Context: an optimization exercise on an open-source flow, tuned for small area, a short achievable clock period and few clock cycles. The choices shown serve that exercise and are no tape-out recipe.
Only simulation tests tie the RTL to the original design; equivalence was not proved.
Power figures rest on the tool's default switching activity, not on a simulated workload.

`design/flow/run.sh`:
```
#!/bin/bash
# synth_recipe.tcl (not shown) runs the flow's synth.tcl, then flattens the netlist and writes it again
# the make line also repeats each setting of config.mk as NAME=value (left out here)
make -C /OpenROAD-flow-scripts/flow DESIGN_CONFIG=/design/flow/config.mk WORK_HOME=/design/flow/orfs CLKGATE_MAP_FILE= SYNTH_SCRIPT=/design/flow/synth_recipe.tcl finish
```
`design/flow/config.mk`:
```
export PLATFORM = sky130hd
export DESIGN_NAME = bitpack_stream
export DESIGN_NICKNAME = bitpack_stream
export VERILOG_FILES = /design/flow/design.v
export SDC_FILE = /design/flow/constraint.sdc
export NUM_CORES = 4
export LEC_CHECK = 0
export CAP_MARGIN = 20
export CORE_MARGIN = 2
export CORE_UTILIZATION = 30
export SETUP_SLACK_MARGIN = 0.2
export SLEW_MARGIN = 20
```
`design/flow/constraint.sdc`:
```
create_clock -name core_clock -period 9.0 [get_ports {clk}]
set_input_delay 1.8000 -clock core_clock [delete_from_list [all_inputs] [get_ports {clk}]]
set_output_delay 1.8000 -clock core_clock [all_outputs]
set_load 0.01 [all_outputs]
```
`design/flow/design.v`:
```
module bitpack_stream (
    input  wire        clk,
    input  wire        rst,
    input  wire        cmd_valid,
    input  wire [15:0] cmd_word,
    output wire        cmd_ready,
    input  wire        in_valid,
    input  wire [63:0] in_data,
    output wire        in_ready,
    output wire        out_valid,
    output wire [63:0] out_data,
    input  wire        out_ready,
    output wire        done,
    output reg  [2:0]  done_cause,
    output reg  [6:0]  done_info
);
  localparam [2:0] CAUSE_OK      = 3'd0;
  localparam [2:0] CAUSE_BADBPV  = 3'd1;
  localparam [2:0] CAUSE_RANGE   = 3'd2;
  localparam [2:0] CAUSE_ILLEGAL = 3'd4;
  localparam [1:0] K_ERR = 2'd0;
  localparam [1:0] K_PK  = 2'd1;
  localparam [1:0] K_UP  = 2'd2;
  localparam [1:0] K_UPP = 2'd3;
  wire [3:0] c_op   = cmd_word[3:0];
  wire       c_legal  = (cmd_word[7:5] == 3'd0) && (c_op == 4'd1 || c_op == 4'd2 || c_op == 4'd3);
  wire       c_bpv_ok = (cmd_word[15:8] != 8'd0) && (cmd_word[15:8] < 8'd32);
  reg        q_v;
  reg [1:0]  q_kind;
  reg        q_w64;
  reg [4:0]  q_b;
  reg [2:0]  q_cause;
  reg        e_v;
  reg [1:0]  e_kind;
  reg        e_w64;
  reg [4:0]  e_b;
  reg [2:0]  e_cause;
  assign cmd_ready = !q_v;
  wire cmd_take = cmd_valid && !q_v;
  reg [127:0] ra, rb;          
  reg [7:0]   lcnt;            
  reg [3:0]   rp, wp;          
  reg [7:0]   icnt;            
  reg [1:0]   il;              
  reg [7:0]   dcnt;            
  reg [1:0]   dl;              
  reg [5:0]   fill;            
  reg [5:0]   ph;              
  reg         rng_err;
  reg [6:0]   rng_idx;
  reg         pk_v, sk_v;
  reg [30:0]  pk_x, sk_x;
  reg         pk_o, sk_o;
  reg         ov;
  reg [63:0]  od;
  reg         o_last;
  reg [2:0]   o_cause;
  reg [6:0]   o_info;
  reg         done_r;
  assign out_valid = ov;
  assign out_data  = od;
  assign done      = done_r;
  reg [64*31-1:0] ring;
  wire [30:0] ring_out = ring[63*31 +: 31];
  wire        is_pk  = e_v && (e_kind == K_PK);
  wire        is_up  = e_v && e_kind[1];
  wire        is_upp = e_v && (e_kind == K_UPP);
  wire        is_err = e_v && (e_kind == K_ERR);
  wire [6:0]  wbits  = e_w64 ? 7'd64 : 7'd32;
  wire [1:0]  last_lane = e_w64 ? 2'd1 : 2'd3;
  wire [30:0] vmask  = ~(31'h7fffffff << e_b);
  wire [6:0]  fill_nb = {1'b0, fill} + {2'b00, e_b};
  wire        spans  = fill_nb > wbits;      
  wire        wend   = fill_nb >= wbits;     
  wire [7:0]  nin    = is_pk ? 8'd128 : (e_w64 ? {2'b00, e_b, 1'b0} : {1'b0, e_b, 2'b00});
  wire        o_free = !ov || out_ready;
  wire in_more = (icnt != nin);
  assign in_ready = e_v && in_more &&
                    ((e_kind == K_PK && !sk_v) || (e_kind[1] && lcnt[il*2 +: 2] != 2'd2));
  wire in_take = in_valid && in_ready;
  wire [63:0] in_m = {33'd0, vmask};
  wire        in_oor = |(in_data & ~in_m);
  wire [63:0] a_l64 = ra[dl[0]*64 +: 64];
  wire [63:0] b_l64 = rb[dl[0]*64 +: 64];
  wire        rpl   = rp[dl];
  wire [31:0] c32 = rpl ? rb[dl*32 +: 32] : ra[dl*32 +: 32];
  wire [31:0] n32 = rpl ? ra[dl*32 +: 32] : rb[dl*32 +: 32];
  wire [63:0] c64 = rpl ? b_l64 : a_l64;
  wire [63:0] n64 = rpl ? a_l64 : b_l64;
  wire [127:0] win = e_w64 ? {n64, c64} : {64'd0, n32, c32};
  wire [127:0] win_sh = win >> fill;
  wire [30:0] up_val = win_sh[30:0] & vmask;
  wire        up_have = (lcnt[dl*2 +: 2] != 2'd0) && (!spans || lcnt[dl*2 +: 2] == 2'd2);
  wire        up_hold = is_upp && !dcnt[6];
  wire        ring_ok = (dcnt == 8'd0) || (ph == dcnt[5:0]);
  wire        up_fire = is_up && (dcnt != 8'd128) && up_have &&
                        (is_upp ? (ring_ok && (up_hold || o_free)) : o_free);
  wire [94:0] pk_y  = {64'd0, pk_x} << fill;
  wire [63:0] acc   = (fill == 6'd0) ? 64'd0 : (e_w64 ? a_l64 : {32'd0, ra[dl*32 +: 32]});
  wire [63:0] pk_mg = acc | (e_w64 ? pk_y[63:0] : {32'd0, pk_y[31:0]});
  wire [63:0] pk_rest = e_w64 ? {33'd0, pk_y[94:64]} : {32'd0, pk_y[63:32]};
  wire [63:0] pk_new  = wend ? pk_rest : pk_mg;
  wire        pk_fire = is_pk && pk_v && (!wend || o_free);
  wire        step    = up_fire || pk_fire;
  wire        last_v  = (dcnt == 8'd127);
  wire        err_fire = is_err && !ov;
  wire        e_end   = (step && last_v) || err_fire;
  integer i;
  always @(posedge clk) begin
    if (rst) begin
      q_v     <= 1'b0;
      e_v     <= 1'b0;
      pk_v    <= 1'b0;
      sk_v    <= 1'b0;
      ov      <= 1'b0;
      done_r  <= 1'b0;
      lcnt <= 8'd0;
      rp <= 4'd0;
      wp <= 4'd0;
    end else begin
      if (cmd_take) begin
        q_v   <= 1'b1;
        q_w64 <= cmd_word[4];
        q_b   <= cmd_word[12:8];
        if (!c_legal) begin
          q_kind  <= K_ERR;
          q_cause <= CAUSE_ILLEGAL;
        end else if (!c_bpv_ok) begin
          q_kind  <= K_ERR;
          q_cause <= CAUSE_BADBPV;
        end else begin
          q_kind  <= c_op[1:0];
          q_cause <= CAUSE_OK;
        end
      end
      if (in_take) begin
        icnt <= icnt + 8'd1;
        il   <= (il == last_lane) ? 2'd0 : il + 2'd1;
      end
      if (pk_fire || !pk_v) begin
        if (sk_v) begin
          pk_v <= 1'b1;
          pk_x <= sk_x;
          pk_o <= sk_o;
          sk_v <= 1'b0;
        end else begin
          pk_v <= in_take && is_pk;
          pk_x <= in_data[30:0] & vmask;
          pk_o <= in_oor;
        end
      end else if (in_take && is_pk) begin
        sk_v <= 1'b1;
        sk_x <= in_data[30:0] & vmask;
        sk_o <= in_oor;
      end
      if (in_take && e_kind[1]) begin
        wp[il] <= !wp[il];
        if (e_w64) begin
          if (wp[il]) rb[il[0]*64 +: 64] <= in_data;
          else        ra[il[0]*64 +: 64] <= in_data;
        end else begin
          if (wp[il]) rb[il*32 +: 32] <= in_data[31:0];
          else        ra[il*32 +: 32] <= in_data[31:0];
        end
      end
      for (i = 0; i < 4; i = i + 1)
        lcnt[i*2 +: 2] <= lcnt[i*2 +: 2] + ((in_take && e_kind[1] && il == i) ? 2'd1 : 2'd0)
                           - ((up_fire && wend && dl == i) ? 2'd1 : 2'd0);
      if (up_fire && wend)
        rp[dl] <= !rp[dl];
      if (step) begin
        dcnt <= dcnt + 8'd1;
        if (dl == last_lane) begin
          dl   <= 2'd0;
          fill <= wend ? fill_nb[5:0] - wbits[5:0] : fill_nb[5:0];
        end else begin
          dl <= dl + 2'd1;
        end
      end
      if (pk_fire) begin
        if (e_w64) ra[dl[0]*64 +: 64] <= pk_new;
        else       ra[dl*32 +: 32]    <= pk_new[31:0];
        if (pk_o && !rng_err) begin
          rng_err <= 1'b1;
          rng_idx <= dcnt[6:0];
        end
      end
      ph <= (up_fire && dcnt == 8'd0) ? 6'd1 : ph + 6'd1;
      if (ov && out_ready)
        ov <= 1'b0;
      if ((pk_fire && wend) || (up_fire && !up_hold)) begin
        ov     <= 1'b1;
        od     <= pk_fire ? pk_mg :
                  is_upp  ? {1'b0, ring_out, 1'b0, up_val} : {33'd0, up_val};
        o_last <= last_v;
        if (pk_fire && (rng_err || pk_o)) begin
          o_cause <= CAUSE_RANGE;
          o_info  <= rng_err ? rng_idx : dcnt[6:0];
        end else begin
          o_cause <= CAUSE_OK;
          o_info  <= 7'd0;
        end
      end
      if ((!e_v || e_end) && q_v) begin
        q_v     <= 1'b0;
        e_v     <= 1'b1;
        e_kind  <= q_kind;
        e_w64   <= q_w64;
        e_b     <= q_b;
        e_cause <= q_cause;
        icnt    <= 8'd0;
        il      <= 2'd0;
        dcnt    <= 8'd0;
        dl      <= 2'd0;
        fill    <= 6'd0;
        rng_err <= 1'b0;
        rng_idx <= 7'd0;
      end else if (e_end) begin
        e_v <= 1'b0;
      end
      done_r <= (ov && out_ready && o_last) || err_fire;
      if (err_fire) begin
        done_cause <= e_cause;
        done_info  <= 7'd0;
      end else begin
        done_cause <= o_cause;
        done_info  <= o_info;
      end
    end
  end
  always @(posedge clk)
    ring <= {ring[62*31-1+31:0], (up_fire && up_hold) ? up_val : ring_out};
endmodule
```
==> out/metrics.yaml, run 1 <==
outcome:
  status: "complete, no violations"
cells_and_area:
  fin_nets: 6794
  n_fill_cell: 26100
  area_growth_pct: 17.1
  drive_above_1_share: 0.135
  stdcell_area_um2: 95300
  fin_cells: 10400
logic_synthesis:
  synth_edf_count: 463
  synth_area_per_cell_um2: 12.5
  yosysSeqAreaShare: 0.664
  synth_ff_type: "dfxtp_1"
  synth.distinct_cells: 96
  postSynth.asyncResetShare: 0
  yosys_register_bits: 2469
  ys_warn_count: 1
  syn-num-nets: 6649
  syn_area_um2: 81400
  syn_inst: 6529
placed_design:
  finalWeightedCongestion: 1.09
  placement.io_buffers: 162
  dp_hpwl_mm: 234
  post-place-cells: 10000
  placed_area_um2: 87300
  dpl_worst_slack_ns: 2.60
detailed_routing:
  vias_per_cell: 5.43
  ant_nets: 0
  first_pass_iters: 9
  wl_mm: 322
  post_drt_wl_per_cell_um: 30.8
  drc_errors: 0
  drt_iter0_drc: 8026
  vias: 56700
clocking:
  cts-resized-gates: 0
  cts_tree: "built"
  cts_buffer_depth: 3
  path_clk_slew_ns: 0.07
  ctsHoldBuffers: 0
  cts_made_buffers: 224
  post_cts_buffers: 0
  cts_root_buf: "clkbuf_16"
  worstSkewPairLatency_ns: 0.90
  clkSinkCount: 2469
  cts_max_level: 4
grt:
  grt_usage: 0.226
  antenna_found_initial: 35
  grt_pass1_vias: 53100
  grt_pass1_wl_mm: 441
  grt-ovfl-total: 0
  grt_max_degree: 144
sta:
  fin_crit_sh: 0.706
  worst-slew-pin-transition_ns: 1.32
  slew_headroom: 0.121
  setup_tns_ns: 0
  clock_skew_ns: 0.0894
  worst_slack_ns: 2.64
  rsz0062_at_grt: "false"
  slew_violations: 0
  min_period_ns: 6.36
  holdWs_ns: 0.265
  finalSetupViolCount: 0
  hold_viol_final: 0
  fmax_mhz: 157
setup_path:
  critPathBufInv: 3
  critical_path.slowest_cell: "a21oi_1"
  crit_family: "buffers and inverters"
  cp-end-kind: "flip-flop"
  cp_slowest_stage_delay_ns: 0.93
  crit_type: "reg2reg"
  critPathLaunchType: "flip-flop"
  cp_data_required_time_ns: 9.45
  cp_cell_sequence: "buf_4 -> clkinv_2 -> ha_1 -> and4b_1 -> o2111a_1 -> o21ai_1 -> nand2_1 -> a21oi_1 -> nor2_2 -> inv_1 -> a21oi_1"
  critPathArrivalTime_ns: 6.81
  critPathMaxFanout: 51
  cpMostUsedCell: "a21oi_1"
power_and_ir_drop:
  power_density_nw_per_um2: 241
  leakagePower_nw: 35.6
  irDropWorstVdd_mv: 0.191
floorplan:
  initial_core_util: 0.301
  die_height_um: 525
  rows: 191
  die-area_um2: 275000
  ios: 163
  core_um2: 270000
  die_w_um: 525
job:
  drv_cap: 0
worst_hold_path:
  hold_class: "reg2reg"
logic make-up after synthesis:
kind of cell	synth area share
compound gates	0.125
simple gates	0.0796
xor+xnor	0.00409
fa+ha+maj	0.00547
buf+inv	0.0266
flops	0.664
mux	0.0945
stage by stage:
step / util / power [W]
after global placement: 0.323 / 0.0131
final: 0.353 / 0.0229
after floorplan: - / 0.0124
after detailed placement: 0.323 / 0.0131
after CTS: 0.352 / 0.0231
after global routing: 0.352 / 0.0236
layout make-up:
cell class	count	area (um2)	share of cell area
Tap cell	3570	4470	0.0469
Clock inverter	113	1550	0.0162
Inverter	65	253	0.00265
Timing Repair Buffer	345	3070	0.0322
Clock buffer	306	6400	0.0672
Antenna cell	8	20.0	0.000210
Multi-Input combinational cell	3569	25500	0.267
Sequential cell	2469	54100	0.567
sequential cells by signal, summed over array words and instances (netlist names), 8 cells and up, named ones only:
register and cells:
ring 1984, sk_x 31, od 64, pk_x 31, lcnt 8, ra 128, icnt 8, dcnt 8
final timing paths:
kind / startpoint / endpoint / slack, ns / cells after the start
worst max-delay path: e_w64 / icnt[6] / 2.64 / 11
worst min-delay path: ring[1251] / ring[1282] / 0.27 / 0
worst max register to register: e_w64 / icnt[6] / 2.64 / 11
worst min register to register: ring[1251] / ring[1282] / 0.27 / 0
cell usage in the layout (no fill, tap or decap), types with 20 or more instances in the layout:
master              n
o2bb2ai_1          33
mux2_2            149
mux4_2            125
nor2_1            397
clkdlybuf4s50_1   160
nand3_1           101
and3_1             27
o22ai_1           128
a21oi_1           275
nor2b_1           103
xor2_1             20
clkbuf_16         229
o211ai_1           69
nor3_1             55
a22oi_1           132
o221ai_1           50
a32oi_1            31
nand2_1           491
bufinv_16          24
and2_1             60
a211oi_1           47
clkinv_2           33
clkbuf_8           38
o22a_1             30
a221oi_1           43
a21o_1             22
buf_4             173
o21ai_1            26
inv_1              55
o21ai_0           281
clkbuf_1           39
dfxtp_1          2006
a22o_1             67
mux2i_1           304
edfxtp_1          463
ha_1               33
nand2b_1           48
power breakdown:
group,switching (W),internal (W),leakage [nW]
clock,0.00424,0.00572,3.86
sequential,0.0000880,0.0113,20.5
combinational,0.00112,0.000449,11.2
total,0.00544,0.0175,35.6
synth_stat cells (all sizes together), types with 19 or more instances:
library cell / number / area share
a211oi: 49 / 0.0045
a21o: 22 / 0.0020
a21oi: 281 / 0.017
a221oi: 44 / 0.0048
a22o: 67 / 0.0072
a22oi: 132 / 0.012
a32oi: 31 / 0.0033
and2: 66 / 0.0051
and3: 28 / 0.0022
buf: 156 / 0.011
clkbuf: 270 / 0.012
dfxtp: 2006 / 0.49
edfxtp: 463 / 0.17
ha: 34 / 0.0052
inv: 64 / 0.0030
mux2: 153 / 0.021
mux2i: 308 / 0.038
mux4: 126 / 0.035
nand2: 493 / 0.023
nand2b: 49 / 0.0038
nand3: 102 / 0.0063
nor2: 409 / 0.019
nor2b: 104 / 0.0080
nor3: 62 / 0.0039
nor4: 22 / 0.0017
o211ai: 69 / 0.0064
o21ai: 312 / 0.019
o221ai: 50 / 0.0054
o22a: 30 / 0.0032
o22ai: 128 / 0.0098
o2bb2ai: 33 / 0.0036
o31ai: 19 / 0.0018
or2: 19 / 0.0015
xor2: 20 / 0.0022
metal layers:
| metal | routed length, um | global-route usage |
|---|---|---|
| met1 | 135000 | 0.305 |
| met2 | 131000 | 0.318 |
| met3 | 36600 | 0.0746 |
| met4 | 19400 | 0.121 |
| met5 | 283 | 0 |
Testbench counts, summed over its fixed seeds: cycles 30,984.
==> run 2: changes to the inputs <==
--- a/design/flow/design.v
+++ b/design/flow/design.v
@@ -45,7 +45,9 @@
   reg [7:0]   dcnt;            
   reg [1:0]   dl;              
   reg [5:0]   fill;            
-  reg [5:0]   ph;              
+  reg [6:0]   fnb;             
+  reg [5:0]   dlt;             
+  reg         dz;              
   reg         rng_err;
   reg [6:0]   rng_idx;
   reg         pk_v, sk_v;
@@ -69,15 +71,15 @@
   wire [6:0]  wbits  = e_w64 ? 7'd64 : 7'd32;
   wire [1:0]  last_lane = e_w64 ? 2'd1 : 2'd3;
   wire [30:0] vmask  = ~(31'h7fffffff << e_b);
-  wire [6:0]  fill_nb = {1'b0, fill} + {2'b00, e_b};
-  wire        spans  = fill_nb > wbits;      
-  wire        wend   = fill_nb >= wbits;     
+  wire        wend   = e_w64 ? fnb[6] : fnb[5];                        
+  wire        spans  = e_w64 ? (fnb[6] && fnb[5:0] != 6'd0)
+                             : (fnb[5] && fnb[4:0] != 5'd0);           
+  wire [5:0]  nfill  = !wend ? fnb[5:0] : (e_w64 ? fnb[5:0] : {1'b0, fnb[4:0]});
   wire [7:0]  nin    = is_pk ? 8'd128 : (e_w64 ? {2'b00, e_b, 1'b0} : {1'b0, e_b, 2'b00});
   wire        o_free = !ov || out_ready;
-  wire in_more = (icnt != nin);
-  assign in_ready = e_v && in_more &&
-                    ((e_kind == K_PK && !sk_v) || (e_kind[1] && lcnt[il*2 +: 2] != 2'd2));
-  wire in_take = in_valid && in_ready;
+  reg  in_rdy;
+  assign in_ready = in_rdy;
+  wire in_take = in_valid && in_rdy;
   wire [63:0] in_m = {33'd0, vmask};
   wire        in_oor = |(in_data & ~in_m);
   wire [63:0] a_l64 = ra[dl[0]*64 +: 64];
@@ -88,11 +90,16 @@
   wire [63:0] c64 = rpl ? b_l64 : a_l64;
   wire [63:0] n64 = rpl ? a_l64 : b_l64;
   wire [127:0] win = e_w64 ? {n64, c64} : {64'd0, n32, c32};
-  wire [127:0] win_sh = win >> fill;
-  wire [30:0] up_val = win_sh[30:0] & vmask;
+  wire [62:0] sh5 = fill[5] ? win[94:32] : win[62:0];
+  wire [46:0] sh4 = fill[4] ? sh5[62:16] : sh5[46:0];
+  wire [38:0] sh3 = fill[3] ? sh4[46:8]  : sh4[38:0];
+  wire [34:0] sh2 = fill[2] ? sh3[38:4]  : sh3[34:0];
+  wire [32:0] sh1 = fill[1] ? sh2[34:2]  : sh2[32:0];
+  wire [30:0] sh0 = fill[0] ? sh1[31:1]  : sh1[30:0];
+  wire [30:0] up_val = sh0 & vmask;
   wire        up_have = (lcnt[dl*2 +: 2] != 2'd0) && (!spans || lcnt[dl*2 +: 2] == 2'd2);
   wire        up_hold = is_upp && !dcnt[6];
-  wire        ring_ok = (dcnt == 8'd0) || (ph == dcnt[5:0]);
+  wire        ring_ok = (dcnt == 8'd0) || dz;
   wire        up_fire = is_up && (dcnt != 8'd128) && up_have &&
                         (is_upp ? (ring_ok && (up_hold || o_free)) : o_free);
   wire [94:0] pk_y  = {64'd0, pk_x} << fill;
@@ -105,6 +112,23 @@
   wire        last_v  = (dcnt == 8'd127);
   wire        err_fire = is_err && !ov;
   wire        e_end   = (step && last_v) || err_fire;
+  wire        e_load  = (!e_v || e_end) && q_v;
+  wire        e_v_n   = e_load || (e_v && !e_end);
+  wire [1:0]  kind_n  = e_load ? q_kind : e_kind;
+  wire [1:0]  il_inc  = (il == last_lane) ? 2'd0 : il + 2'd1;
+  wire [1:0]  il_n    = e_load ? 2'd0 : (in_take ? il_inc : il);
+  wire        more_n  = e_load || (in_take ? (icnt + 8'd1 != nin) : (icnt != nin));
+  wire        sk_v_n  = (pk_fire || !pk_v) ? 1'b0 : (sk_v || (in_take && is_pk));
+  wire [7:0]  lcnt_n;
+  genvar g;
+  generate
+    for (g = 0; g < 4; g = g + 1) begin : g_lcnt
+      assign lcnt_n[g*2 +: 2] = lcnt[g*2 +: 2] + ((in_take && e_kind[1] && il == g) ? 2'd1 : 2'd0)
+                                               - ((up_fire && wend && dl == g) ? 2'd1 : 2'd0);
+    end
+  endgenerate
+  wire        rdy_n   = e_v_n && more_n &&
+                        ((kind_n == K_PK && !sk_v_n) || (kind_n[1] && lcnt_n[il_n*2 +: 2] != 2'd2));
   integer i;
   always @(posedge clk) begin
     if (rst) begin
@@ -114,6 +138,7 @@
       sk_v    <= 1'b0;
       ov      <= 1'b0;
       done_r  <= 1'b0;
+      in_rdy  <= 1'b0;
       lcnt <= 8'd0;
       rp <= 4'd0;
       wp <= 4'd0;
@@ -135,7 +160,7 @@
       end
       if (in_take) begin
         icnt <= icnt + 8'd1;
-        il   <= (il == last_lane) ? 2'd0 : il + 2'd1;
+        il   <= il_inc;
       end
       if (pk_fire || !pk_v) begin
         if (sk_v) begin
@@ -163,16 +188,16 @@
           else        ra[il*32 +: 32] <= in_data[31:0];
         end
       end
-      for (i = 0; i < 4; i = i + 1)
-        lcnt[i*2 +: 2] <= lcnt[i*2 +: 2] + ((in_take && e_kind[1] && il == i) ? 2'd1 : 2'd0)
-                           - ((up_fire && wend && dl == i) ? 2'd1 : 2'd0);
+      lcnt <= lcnt_n;
+      in_rdy <= rdy_n;
       if (up_fire && wend)
         rp[dl] <= !rp[dl];
       if (step) begin
         dcnt <= dcnt + 8'd1;
         if (dl == last_lane) begin
           dl   <= 2'd0;
-          fill <= wend ? fill_nb[5:0] - wbits[5:0] : fill_nb[5:0];
+          fill <= nfill;
+          fnb  <= {1'b0, nfill} + {2'b00, e_b};
         end else begin
           dl <= dl + 2'd1;
         end
@@ -185,7 +210,13 @@
           rng_idx <= dcnt[6:0];
         end
       end
-      ph <= (up_fire && dcnt == 8'd0) ? 6'd1 : ph + 6'd1;
+      if (up_fire && dcnt == 8'd0) begin
+        dlt <= 6'd0;
+        dz  <= 1'b1;
+      end else if (!step) begin
+        dlt <= dlt + 6'd1;
+        dz  <= (dlt == 6'd63);
+      end
       if (ov && out_ready)
         ov <= 1'b0;
       if ((pk_fire && wend) || (up_fire && !up_hold)) begin
@@ -213,6 +244,7 @@
         dcnt    <= 8'd0;
         dl      <= 2'd0;
         fill    <= 6'd0;
+        fnb     <= {2'b00, q_b};
         rng_err <= 1'b0;
         rng_idx <= 7'd0;
       end else if (e_end) begin
--- a/design/flow/config.mk
+++ b/design/flow/config.mk
@@ -8,5 +8,5 @@
 export CAP_MARGIN = 20
 export CORE_MARGIN = 2
 export CORE_UTILIZATION = 30
-export SETUP_SLACK_MARGIN = 0.2
+export SETUP_SLACK_MARGIN = 5
 export SLEW_MARGIN = 20
==> run 2 against run 1 <==
- flip-flop and latch count up 9
- critical path type unchanged
- still clean on timing, DRC and antenna
- sequential power about the same
- cell count down 5.1%
- largest power group unchanged
- register-to-register slack better by 2.1 ns
- worst hold slack worse by 0.0019 ns
- via count down 7.9%
==> out/metrics.yaml, run 2 <==
floorplan:
  die_w_um: 512  # was 525 um
  initial_core_util: 0.302  # was 0.301
  ios: 163  # unchanged
  die_height_um: 512  # was 525 um
  rows: 186  # was 191
  die-area_um2: 262000  # was 275000 um2
  core_um2: 257000  # was 270000 um2
logic_synthesis:
  syn_inst: 6040  # was 6529
  yosysMostFrequentCell: "dfxtp_1"  # unchanged
  yosys_register_bits: 2478  # was 2469
  synthTopCellsByArea: "dfxtp_1 (52%), edfxtp_1 (18%), mux2i_1 (3.4%)"  # was dfxtp_1 (49%), edfxtp_1 (17%), mux2i_1 (3.7%)
  synth_ff_type: "dfxtp_1"  # unchanged
  syn-num-nets: 6157  # was 6649
  yosysSeqAreaShare: 0.701  # was 0.664
  yosys.area.top_type: "dfxtp_1"  # unchanged
  ys_warn_count: 1  # unchanged
  netlist.area_leader.share: 0.518  # was 0.493
  postSynth.asyncResetShare: 0  # unchanged
  synth_edf_count: 471  # was 463
  syn_area_um2: 77500  # was 81400 um2
  synth_area_per_cell_um2: 12.8  # was 12.5 um2
  synth.distinct_cells: 93  # was 96
  synthTopCellsByCount: "dfxtp_1 (2007), nand2_1 (540), edfxtp_1 (471)"  # was dfxtp_1 (2006), nand2_1 (492), edfxtp_1 (463)
detailed_routing:
  drc_errors: 0  # unchanged
  ant_nets: 0  # unchanged
  first_pass_iters: 6  # was 9
  vias_per_cell: 5.27  # was 5.43
  wl_mm: 297  # was 322 mm
  vias: 52300  # was 56700
  post_drt_wl_per_cell_um: 30.0  # was 30.8 um
  drt_iter0_drc: 6229  # was 8026
cells_and_area:
  fin_nets: 6439  # was 6794
  final_common_cell: "dfxtp_1"  # unchanged
  largestRegisters: "ring: 1984 flops, ra: 128 flops, od: 64 flops"  # unchanged
  regMostFlops: "ring"  # unchanged
  final_cell_mix: "dfxtp_1 (2004), nand2_1 (528), edfxtp_1 (471)"  # was dfxtp_1 (2006), nand2_1 (491), edfxtp_1 (463)
  drive_above_1_share: 0.179  # was 0.135
  area_growth_pct: 22.0  # was 17.1%
  largest_reg_flops: 1984  # unchanged
clocking:
  cts_tree: "built"  # unchanged
  cts_root_buf: "clkbuf_16"  # unchanged
  path_clk_slew_ns: 0.07  # about the same
  cts_max_level: 4  # unchanged
  cts_buffer_depth: 3  # unchanged
  clkSinkCount: 2478  # was 2469
  cts_made_buffers: 224  # unchanged
  worstSkewPairLatency_ns: 0.92  # was 0.90 ns
placed_design:
  dp_hpwl_mm: 203  # was 234 mm
  placement.io_buffers: 162  # unchanged
  finalWeightedCongestion: 1.04  # was 1.09
grt:
  grt_pass1_wl_mm: 404  # was 441 mm
  grt-ovfl-total: 0  # unchanged
  antenna_found_initial: 23  # was 35
  grt_max_degree: 97  # was 144
  grt_pass1_vias: 49900  # was 53100
  grt_usage: 0.218  # was 0.226
setup_path:
  critPathMaxFanout: 15  # was 51
  cp-end-kind: "flip-flop"  # unchanged
  reg2regPathDepth: 13  # was 11
  critPathLaunchType: "flip-flop"  # unchanged
  cp_data_required_time_ns: 9.62  # was 9.45 ns
  critPathArrivalTime_ns: 4.84  # was 6.81 ns
  crit_type: "reg2reg"  # unchanged
sta:
  fmax_mhz: 237  # was 157 MHz
  rsz0062_at_grt: "true"  # was false
  slew_violations: 0  # unchanged
  fin_crit_sh: 0.469  # was 0.706
  hold_viol_final: 0  # unchanged
  min_period_ns: 4.22  # was 6.36 ns
  clock_skew_ns: 0.0970  # was 0.0894 ns
  worst-slew-pin-transition_ns: 1.29  # was 1.32 ns
  setup_tns_ns: 0  # unchanged
  finalSetupViolCount: 0  # unchanged
  slew_headroom: 0.128  # was 0.121
worst_hold_path:
  hold_class: "reg2reg"  # unchanged
  min_path_cells: 0  # unchanged
power_and_ir_drop:
  sw_frac_of_total: 0.231  # was 0.237
  leakagePower_nw: 35.9  # was 35.6 nW
  combPwrFrac: 0.056  # was 0.068
  p_int_w: 0.0174  # was 0.0175 W
  clkPwrFrac: 0.437  # was 0.434
  power_density_nw_per_um2: 239  # was 241 nW/um2
  p_total_w: 0.0226  # was 0.0229 W
  p_switching_w: 0.00522  # was 0.00544 W
  irDropWorstVdd_mv: 0.186  # was 0.191 mV
  p_seq_frac: 0.507  # was 0.498
job:
  drv_cap: 0  # unchanged
outcome:
  status: "complete, no violations"  # unchanged
run 2: layer usage:
layer  vias up  routed length, um  global-route usage
met2      2918             125000               0.323
met3       847              26200              0.0493
li1      22400                  -                   -
met5         -                 58                   0
met4        10              24800               0.151
met1     26100             121000               0.282
run 2: final cells by class:
type | instances | area (um2)
Antenna cell | 9 | 22.5
Clock buffer | 312 | 6590
Clock inverter | 113 | 1310
Fill cell | 24600 | 162000
Inverter | 69 | 287
Multi-Input combinational cell | 3111 | 23200
Sequential cell | 2478 | 54300
Tap cell | 3384 | 4230
Timing Repair Buffer | 438 | 4670
run 2: cells by family (layout without fill, tap and decap cells):
logic type / Yosys count / in the layout / share of synthesized area
AO/OA/AOI/OAI: 1342 / 1342 / 0.121
XOR/XNOR: 41 / 41 / 0.00463
adder cells (fa/ha/maj): 32 / 32 / 0.00526
buffers and inverters: 454 / 932 / 0.0256
flip-flops: 2478 / 2478 / 0.701
multiplexers: 453 / 455 / 0.0718
other: 0 / 9 / 0
AND/OR/NAND/NOR: 1240 / 1241 / 0.0712
run 2: path summary, 6_finish.rpt:
path / start / to / slack [ns]
setup / recovery: dl[0] / od[12] / 4.78
hold / removal: ring[1175] / ring[1206] / 0.26
setup reg to reg: dl[0] / od[12] / 4.78
hold reg to reg: ring[1175] / ring[1206] / 0.26
run 2: metrics by stage:
step	hold WS, ns	area, um2	utilization	setup slack (ns)	instances
after CTS	0.268	93300	0.363	4.86	9866
after detailed placement	0.312	83300	0.324	3.14	9366
after global placement	0.310	83200	0.324	3.12	9362
after global routing	0.271	94600	0.368	4.77	9906
after floorplan	0.310	77700	-	3.85	6040
final	0.263	94600	0.368	4.78	9914
run 2: worst max-delay path: stages (launching register included):
cell and delay, ns:
edfxtp_1 0.35, buf_6 0.12, buf_12 0.17, mux4_4 0.71
buf_12 0.21, buf_16 0.17, a31oi_1 0.34, o221ai_4 0.24
a211oi_1 0.38, a31oi_2 0.15, mux4_2 0.56, and3_1 0.24
a31oi_4 0.19, mux2i_1 0.10
run 2: repair_timing:
action                                  CTS  global route
pin swaps                                30            45
hold buffers                              0             0
gates cloned                             13             9
gates resized for setup                 276           168
endpoints found under the setup margin  444           248
buffers inserted                         62            30
run 2: power groups by stage:
stage	registers, W	clock network [W]	logic (W)
6_report	0.0115	0.00986	0.00127
4_1_cts	0.0115	0.0101	0.00118
3_5_place_dp	0.0117	0	0.00111
2_1_floorplan	0.0117	0	0.000600
5_1_grt	0.0115	0.0105	0.00130
3_3_place_gp	0.0117	0	0.00111
Testbench counts of run 2, summed over its fixed seeds: cycles 30,984.
==> run 3: changes to the inputs <==
--- a/design/flow/design.v
+++ b/design/flow/design.v
@@ -82,15 +82,19 @@
   wire in_take = in_valid && in_rdy;
   wire [63:0] in_m = {33'd0, vmask};
   wire        in_oor = |(in_data & ~in_m);
-  wire [63:0] a_l64 = ra[dl[0]*64 +: 64];
-  wire [63:0] b_l64 = rb[dl[0]*64 +: 64];
-  wire        rpl   = rp[dl];
-  wire [31:0] c32 = rpl ? rb[dl*32 +: 32] : ra[dl*32 +: 32];
-  wire [31:0] n32 = rpl ? ra[dl*32 +: 32] : rb[dl*32 +: 32];
-  wire [63:0] c64 = rpl ? b_l64 : a_l64;
-  wire [63:0] n64 = rpl ? a_l64 : b_l64;
-  wire [127:0] win = e_w64 ? {n64, c64} : {64'd0, n32, c32};
-  wire [62:0] sh5 = fill[5] ? win[94:32] : win[62:0];
+  reg  [7:0]  g0sel, g1sel;
+  wire [255:0] chunks = {rb, ra};
+  reg  [31:0] g0, g1;
+  integer k;
+  always @(*) begin
+    g0 = 32'd0;
+    g1 = 32'd0;
+    for (k = 0; k < 8; k = k + 1) begin
+      g0 = g0 | (chunks[k*32 +: 32] & {32{g0sel[k]}});
+      g1 = g1 | (chunks[k*32 +: 32] & {32{g1sel[k]}});
+    end
+  end
+  wire [62:0] sh5 = {g1[30:0], g0};
   wire [46:0] sh4 = fill[4] ? sh5[62:16] : sh5[46:0];
   wire [38:0] sh3 = fill[3] ? sh4[46:8]  : sh4[38:0];
   wire [34:0] sh2 = fill[2] ? sh3[38:4]  : sh3[34:0];
@@ -103,7 +107,12 @@
   wire        up_fire = is_up && (dcnt != 8'd128) && up_have &&
                         (is_upp ? (ring_ok && (up_hold || o_free)) : o_free);
   wire [94:0] pk_y  = {64'd0, pk_x} << fill;
-  wire [63:0] acc   = (fill == 6'd0) ? 64'd0 : (e_w64 ? a_l64 : {32'd0, ra[dl*32 +: 32]});
+  reg  [3:0]  alsel;           
+  reg  [1:0]  ahsel;           
+  wire [31:0] acc_lo = (ra[31:0]  & {32{alsel[0]}}) | (ra[63:32]  & {32{alsel[1]}}) |
+                       (ra[95:64] & {32{alsel[2]}}) | (ra[127:96] & {32{alsel[3]}});
+  wire [31:0] acc_hi = (ra[63:32] & {32{ahsel[0]}}) | (ra[127:96] & {32{ahsel[1]}});
+  wire [63:0] acc   = {acc_hi, acc_lo};
   wire [63:0] pk_mg = acc | (e_w64 ? pk_y[63:0] : {32'd0, pk_y[31:0]});
   wire [63:0] pk_rest = e_w64 ? {33'd0, pk_y[94:64]} : {32'd0, pk_y[63:32]};
   wire [63:0] pk_new  = wend ? pk_rest : pk_mg;
@@ -129,6 +138,14 @@
   endgenerate
   wire        rdy_n   = e_v_n && more_n &&
                         ((kind_n == K_PK && !sk_v_n) || (kind_n[1] && lcnt_n[il_n*2 +: 2] != 2'd2));
+  wire [1:0]  dl_n   = e_load ? 2'd0 : (step ? ((dl == last_lane) ? 2'd0 : dl + 2'd1) : dl);
+  wire [5:0]  fill_n = e_load ? 6'd0 : ((step && dl == last_lane) ? nfill : fill);
+  wire        w64_n  = e_load ? q_w64 : e_w64;
+  wire        rp_n   = rp[dl_n];      
+  wire [2:0]  g0i    = w64_n ? {rp_n, dl_n[0], fill_n[5]} : {rp_n, dl_n};
+  wire [2:0]  g1i    = w64_n ? (fill_n[5] ? {!rp_n, dl_n[0], 1'b0} : {rp_n, dl_n[0], 1'b1})
+                             : {!rp_n, dl_n};
+  wire        fz_n   = (fill_n == 6'd0);
   integer i;
   always @(posedge clk) begin
     if (rst) begin
@@ -189,6 +206,10 @@
         end
       end
       lcnt <= lcnt_n;
+      g0sel <= 8'd1 << g0i;
+      g1sel <= 8'd1 << g1i;
+      alsel <= fz_n ? 4'd0 : (4'd1 << (w64_n ? {dl_n[0], 1'b0} : dl_n));
+      ahsel <= (fz_n || !w64_n) ? 2'd0 : (2'd1 << dl_n[0]);
       in_rdy <= rdy_n;
       if (up_fire && wend)
         rp[dl] <= !rp[dl];
==> run 3 against run 2 <==
- combinational power increased by 62%
- wire length down 13%
- first-iteration DRC count grew 2.3%
- critical path depth fell by 3
- fmax decreased by 3.2%
- cell count decreased by 6.2%
- flip-flop and latch count up 22
- largest cell class unchanged
==> out/metrics.yaml, run 3 <==
outcome:
  status: "complete, no violations"  # unchanged
setup_path:
  cp_data_required_time_ns: 9.64  # was 9.62 ns
  crit_cells: 10  # was 13
  crit_type: "reg2reg"  # unchanged
  critical_path.slowest_cell: "mux4_2"  # was mux4_4
  cp-end-kind: "flip-flop"  # unchanged
  crit-reg2reg-capture: "od[8]"  # was od[12]
  critPathBufInv: 2  # was 4
  crit_end: "od[8]"  # was od[12]
  rr_startpoint: "g0sel[5]"  # was dl[0]
  cp_slowest_stage_delay_ns: 0.71  # about the same
  critPathMaxFanout: 32  # was 15
  critPathArrivalTime_ns: 4.99  # was 4.84 ns
  startpoint: "g0sel[5]"  # was dl[0]
  crit_family: "multiplexers"  # unchanged
  critPathLaunchType: "flip-flop"  # unchanged
  cp_cell_sequence: "buf_4 -> a22oi_1 -> nand4_1 -> mux4_2 -> mux2i_1 -> mux2i_1 -> mux2i_2 -> or3_1 -> o21ai_1 -> buf_4"  # was buf_6 -> buf_12 -> mux4_4 -> buf_12 -> buf_16 -> a31oi_1 -> o221ai_4 -> a211oi_1 -> a31oi_2 -> mux4_2 -> and3_1 -> a31oi_4 -> mux2i_1
  reg2regPathDepth: 10  # was 13
  reg2reg_setup_slack_ns: 4.64  # was 4.78 ns
sta:
  rsz0062_at_grt: "true"  # unchanged
  worst-slew-pin-transition_ns: 1.24  # was 1.29 ns
  min_period_ns: 4.36  # was 4.22 ns
  setup_tns_ns: 0  # unchanged
  slew_violations: 0  # unchanged
  fin_crit_sh: 0.484  # was 0.469
  finalSetupViolCount: 0  # unchanged
  fmax_mhz: 230  # was 237 MHz
  slew_headroom: 0.167  # was 0.128
  holdWs_ns: 0.264  # was 0.263 ns
  hold_viol_final: 0  # unchanged
  clock_skew_ns: 0.101  # was 0.0970 ns
logic_synthesis:
  synthTopCellsByArea: "dfxtp_1 (54%), edfxtp_1 (20%), a22oi_1 (4.4%)"  # was dfxtp_1 (52%), edfxtp_1 (18%), mux2i_1 (3.4%)
  yosysMostFrequentCell: "dfxtp_1"  # unchanged
  yosys.area.top_type: "dfxtp_1"  # unchanged
  synth_edf_count: 493  # was 471
  postSynth.asyncResetShare: 0  # unchanged
  synth.distinct_cells: 86  # was 93
  syn-num-nets: 5632  # was 6157
  yosysSeqAreaShare: 0.733  # was 0.701
  synthTopCellsByCount: "dfxtp_1 (2007), edfxtp_1 (493), a22oi_1 (443)"  # was dfxtp_1 (2007), nand2_1 (540), edfxtp_1 (471)
  syn_area_um2: 75000  # was 77500 um2
  yosys_register_bits: 2500  # was 2478
  ys_warn_count: 1  # unchanged
  synth_area_per_cell_um2: 13.6  # was 12.8 um2
  syn_inst: 5517  # was 6040
  netlist.area_leader.share: 0.535  # was 0.518
  synth_ff_type: "dfxtp_1"  # unchanged
detailed_routing:
  post_drt_wl_per_cell_um: 27.9  # was 30.0 um
  drt_iter0_drc: 6374  # was 6229
  vias: 48400  # was 52300
  ant_nets: 0  # unchanged
  drc_errors: 0  # unchanged
  first_pass_iters: 10  # was 6
  wl_mm: 260  # was 297 mm
  vias_per_cell: 5.21  # was 5.27
grt:
  grt_pass1_wl_mm: 362  # was 404 mm
  antenna_found_initial: 38  # was 23
  grt_usage: 0.198  # was 0.218
  grt_max_degree: 155  # was 97
  grt_pass1_vias: 46600  # was 49900
  grt-ovfl-total: 0  # unchanged
cells_and_area:
  fin_cells: 9300  # was 9914
  n_fill_cell: 23700  # was 24600
  drive_above_1_share: 0.142  # was 0.179
  final_common_cell: "dfxtp_1"  # unchanged
  area_growth_pct: 19.2  # was 22.0%
  final_cell_mix: "dfxtp_1 (2007), edfxtp_1 (493), a22oi_1 (441)"  # was dfxtp_1 (2004), nand2_1 (528), edfxtp_1 (471)
  largestRegisters: "ring: 1984 flops, ra: 128 flops, od: 64 flops"  # unchanged
  regMostFlops: "ring"  # unchanged
  fin_nets: 5861  # was 6439
  largest_reg_flops: 1984  # unchanged
floorplan:
  core_um2: 249000  # was 257000 um2
  die_height_um: 504  # was 512 um
  die-area_um2: 254000  # was 262000 um2
  initial_core_util: 0.302  # about the same
  die_w_um: 504  # was 512 um
  ios: 163  # unchanged
  rows: 183  # was 186
power_and_ir_drop:
  power_density_nw_per_um2: 264  # was 239 nW/um2
  leakagePower_nw: 33.6  # was 35.9 nW
  irDropWorstVdd_mv: 0.192  # was 0.186 mV
clocking:
  path_clk_slew_ns: 0.06  # was 0.07 ns
  cts_tree: "built"  # unchanged
  cts_made_buffers: 228  # was 224
  ctsHoldBuffers: 0  # unchanged
  cts_max_level: 4  # unchanged
  cts_root_buf: "clkbuf_16"  # unchanged
  worstSkewPairLatency_ns: 0.91  # was 0.92 ns
  clkSinkCount: 2500  # was 2478
  cts_buffer_depth: 3  # unchanged
placed_design:
  dp_hpwl_mm: 172  # was 203 mm
  post-place-cells: 8807  # was 9366
  finalWeightedCongestion: 1.02  # was 1.04
  placement.io_buffers: 162  # unchanged
worst_hold_path:
  hold_class: "reg2reg"  # unchanged
job:
  drv_cap: 0  # unchanged
==> run 3: worst min-delay path by stage <==
stage / depth (start not counted) / slack [ns] / startpoint / to
final: 0 / 0.26 / ring[1563] / ring[1594]
after CTS: 0 / 0.26 / ring[1563] / ring[1594]
after global placement: 0 / 0.31 / ring[1394] / ring[1425]
after detailed placement: 0 / 0.31 / ring[1031] / ring[1062]
after global routing: 0 / 0.26 / ring[1563] / ring[1594]
after floorplan: 0 / 0.31 / ring[969] / ring[1000]
==> run 3: repair_timing <==
action	CTS	global route
endpoints found under the setup margin	323	176
setup buffers	14	23
endpoints found under the hold margin	0	0
gates resized for setup	59	47
pin swaps	11	10
cloned	2	0
==> run 3: per-stage QoR <==
stage / cell area (um2) / utilization / total power (W) / setup slack, ns
floorplan: 75100 / - / 0.0129 / 3.55
global placement: 80700 / 0.325 / 0.0138 / 3.48
detailed placement: 80700 / 0.325 / 0.0138 / 3.53
CTS: 89000 / 0.358 / 0.0237 / 4.86
global route: 89400 / 0.360 / 0.0243 / 4.82
finish: 89400 / 0.360 / 0.0236 / 4.64
==> run 3: cell type report <==
cell class                      instances  area, um2  share of cell area
Clock inverter                        122       1430              0.0159
Tap cell                             3330       4170              0.0466
Multi-Input combinational cell       2630      19000               0.213
Timing Repair Buffer                  320       2980              0.0333
Sequential cell                      2500      55000               0.615
Clock buffer                          306       6540              0.0731
Antenna cell                           26       65.1            0.000727
Inverter                               66        262             0.00292
==> run 3: layer usage <==
layer	share of wire	vias up	routed length, um	track usage
met4	0.071	24	18400	0.123
li1	-	20600	-	-
met2	0.42	3218	110000	0.291
met3	0.12	857	31300	0.0759
met1	0.39	23700	100000	0.244
met5	0.00095	-	246	0.00300
==> run 3: kinds of logic after synthesis <==
group	share of synthesized area
DFF	0.733
and+or+nand+nor	0.0577
AOI/OAI and AO/OA	0.123
adders and majority gates	0.00510
muxes	0.0560
buffers and inverters	0.0204
xor gates and xnor gates	0.00537
==> run 3: report_power, final <==
part	internal (W)	switching (W)	leakage, nW	total, W
registers	0.0115	0.000127	20.8	0.0117
clock network	0.00562	0.00428	3.93	0.00991
logic	0.000605	0.00145	8.89	0.00206
total	0.0178	0.00586	33.6	0.0236
==> run 3: worst reg2reg max path, cell delays in order, from the launching register on <==
cell and delay, ns:
edfxtp_1 0.38, buf_4 0.36, a22oi_1 0.34, nand4_1 0.62, mux4_2 0.72, mux2i_1 0.24, mux2i_1 0.19, mux2i_2 0.35
or3_1 0.38, o21ai_1 0.31, buf_4 0.26
Testbench counts of run 3, summed over its fixed seeds: cycles 30,984.

[separate check: timing with driven ports]
How much do the figures lean on ideal ports? The routed layouts below were timed once more, with nothing changed but the port constraints. Step 1 assumes that a clkbuf_16 drives the clock port and a buf_2 every other input. Step 2 also shifts input and output timing later by t, the mid clock arrival at the registers, as if the neighbouring blocks saw the same clock. Three values: ideal ports, drivers, drivers and shift; two values: the first two.
run	t, ns	setup WS [ns]	worst setup path at the end
run 1	0.950	2.643 / 2.643 / 2.526	input to register
run 2	0.961	4.782 / 4.782 / 4.080	input to register
run 3	0.965	4.643 / 4.643 / 4.094	input to register
After both steps every run listed still meets setup and hold. For run 2, which loses most, drivers alone change the setup slack by 0.000 ns; drivers and shift together by -0.702 ns.
